From an optimization exercise on the open Yosys and OpenROAD flow, aimed at small area, a short achievable clock period and few clock cycles per item; shortcuts taken in it are not production practice. Function was checked by simulation only, so behaviour that the tests miss may differ from the original. Power and IR drop assume default switching activity.

== rev 12 ==
## bp91_codec
module bp91_codec (
    input  wire        clk,
    input  wire        rst,
    input  wire        cmd_valid,
    output wire        cmd_ready,
    input  wire [1:0]  cmd_op,
    input  wire [11:0] cmd_len,
    input  wire        in_valid,
    output wire        in_ready,
    input  wire [7:0]  in_data,
    output wire        out_valid,
    input  wire        out_ready,
    output wire [7:0]  out_data,
    output reg         done,
    output reg  [7:0]  err_code,
    output reg  [11:0] err_info
);
For scale: ~4,400 cells after synthesis, roughly 1,000 flip-flops, roughly 59 I/O pins, ~46,000 sq um of cells after synthesis.
clock: 12.0 ns
lec_check: 0
cap_margin: 20
core_margin: 2
core_utilization: 35
cts_cluster_diameter: 100
cts_cluster_size: 24
place_density: 0.55
slew_margin: 20
standard.sh (not shown) runs the stock make flow with config.mk's settings and CLKGATE_MAP_FILE= SYNTH_SCRIPT=/design/flow/synth_recipe.tcl, a recipe that flattens the netlist after the stock synthesis.
==> flow/flow/run.sh <==
#!/bin/bash
set -euo pipefail
export SETUP_SLACK_MARGIN=8.5
bash standard.sh > flow_standard.log 2>&1
Testbench counts of rev 12, summed over its fixed seeds: cycles 39,367, items 35,196.
Input-level comparison between rev 13 and rev 12:
-- flow/design.v --
<<< rev 12, line 46
    reg        hnob, tnob;
    reg [7:0]  hdat, tdat;
    reg [11:0] kidx;
    reg        alpha_ok;
>>> rev 13, line 46
    reg        hnob, tnob;
    reg [7:0]  hdat, tdat;
    reg [6:0]  hdn;          
    reg [11:0] kidx;
    reg        alpha_ok;
<<< rev 12, line 175
        pos = 7'd0;
        for (i = 0; i < 91; i = i + 1) begin
            match[i] = (ring[i] == hdat[6:0]);
            lmask[i] = gt_h[i / 16] | (eq_h[i / 16] & gt_l[i % 16]);
            if (match[i]) pos = pos | i[6:0];
>>> rev 13, line 176
        pos = 7'd0;
        for (i = 0; i < 91; i = i + 1) begin
            if (i < 46)
                match[i] = (ring[i] == hdat[6:0]);
            else
                match[i] = (ring[i] == ~hdn);
            lmask[i] = gt_h[i / 16] | (eq_h[i / 16] & gt_l[i % 16]);
            if (match[i]) pos = pos | i[6:0];
<<< rev 12, line 436
            if (c_take) begin
                if (tv) begin
                    hop <= top_; hlast <= tlast; hnob <= tnob; hdat <= tdat;
                    if (in_push) begin
                        top_ <= push_op; tlast <= push_last; tnob <= push_nob; tdat <= in_data;
>>> rev 13, line 440
            if (c_take) begin
                if (tv) begin
                    hop <= top_; hlast <= tlast; hnob <= tnob; hdat <= tdat; hdn <= ~tdat[6:0];
                    if (in_push) begin
                        top_ <= push_op; tlast <= push_last; tnob <= push_nob; tdat <= in_data;
<<< rev 12, line 445
                    hv <= in_push;
                    hop <= push_op; hlast <= push_last; hnob <= push_nob; hdat <= in_data;
                end
            end else if (in_push) begin
>>> rev 13, line 449
                    hv <= in_push;
                    hop <= push_op; hlast <= push_last; hnob <= push_nob; hdat <= in_data;
                    hdn <= ~in_data[6:0];
                end
            end else if (in_push) begin
<<< rev 12, line 450
                    hv <= 1'b1;
                    hop <= push_op; hlast <= push_last; hnob <= push_nob; hdat <= in_data;
                end else begin
                    tv <= 1'b1;
>>> rev 13, line 455
                    hv <= 1'b1;
                    hop <= push_op; hlast <= push_last; hnob <= push_nob; hdat <= in_data;
                    hdn <= ~in_data[6:0];
                end else begin
                    tv <= 1'b1;
<<< rev 12, line 599
            zv  <= x3v;
            begin : cred
                reg [2:0] tn0, tn1;
                reg       mk;
                mk  = (qn != 3'd0) && qh[8];
                tn1 = tot + {2'd0, issue} - {2'd0, ov} - {2'd0, mk};
                tn0 = tot + {2'd0, issue} - {2'd0, !ov && mk};
                tot  <= out_ready ? tn1 : tn0;
                room <= out_ready ? (tn1 < CD) : (tn0 < CD);
            end
            if (zv) begin
>>> rev 13, line 605
            zv  <= x3v;
            begin : cred
                reg [2:0] tn;
                tn = tot + {2'd0, issue} - {1'd0, gone};
                tot  <= tn;
                room <= (tn < CD);
            end
            if (zv) begin
Findings:
Taking rev 12 as the reference, in rev 13 setup slack of the most critical reg-to-reg path +0.05 ns, relative contribution of the clock network to total power went down 0.4 points, flip-flop and latch power essentially unchanged.
Compared with rev 12, rev 13 shows a ratio of total power to cell area that is about 1.5% higher.
Rev 12 was routed with more vias than rev 13.
Share of the clock period used by the worst path after layout delta (rev 13 -> rev 12): insignificant
ob[6] as the launching element of the worst setup path was reported by rev 13, and ob[4] by rev 12.
Testbench counts of rev 13, summed over its fixed seeds: cycles 39,367, items 35,196.

==> what the ideal ports hide <==
The flow's constraints put no driver on any port. The routed layouts listed below were extracted and timed again, unchanged, in two steps.
Step 1, drivers: a clkbuf_16 drives clk and a buf_2 each remaining input, both assumed.
Step 2 adds t to the input delays and takes it off the output delays; t is the mean of the earliest and latest rising clock arrival at the registers after step 1. Input paths then give back, and output paths get back, about the clock's delay inside the block.
a / b / c = no drivers / after step 1 / after step 2; a / b = the first two.
run	t, ns	setup slack, ns	worst data-port slew with drivers (ns)	pins driven straight from the clock port
rev 12	0.776	8.365 / 8.280 / 7.839	0.05	1
rev 13	0.739	8.351 / 8.277 / 7.665	0.07	1
After both steps setup and hold are still met in every run listed. For rev 13, which loses most, drivers alone change the setup slack by -0.074 ns; drivers and shift together by -0.686 ns.
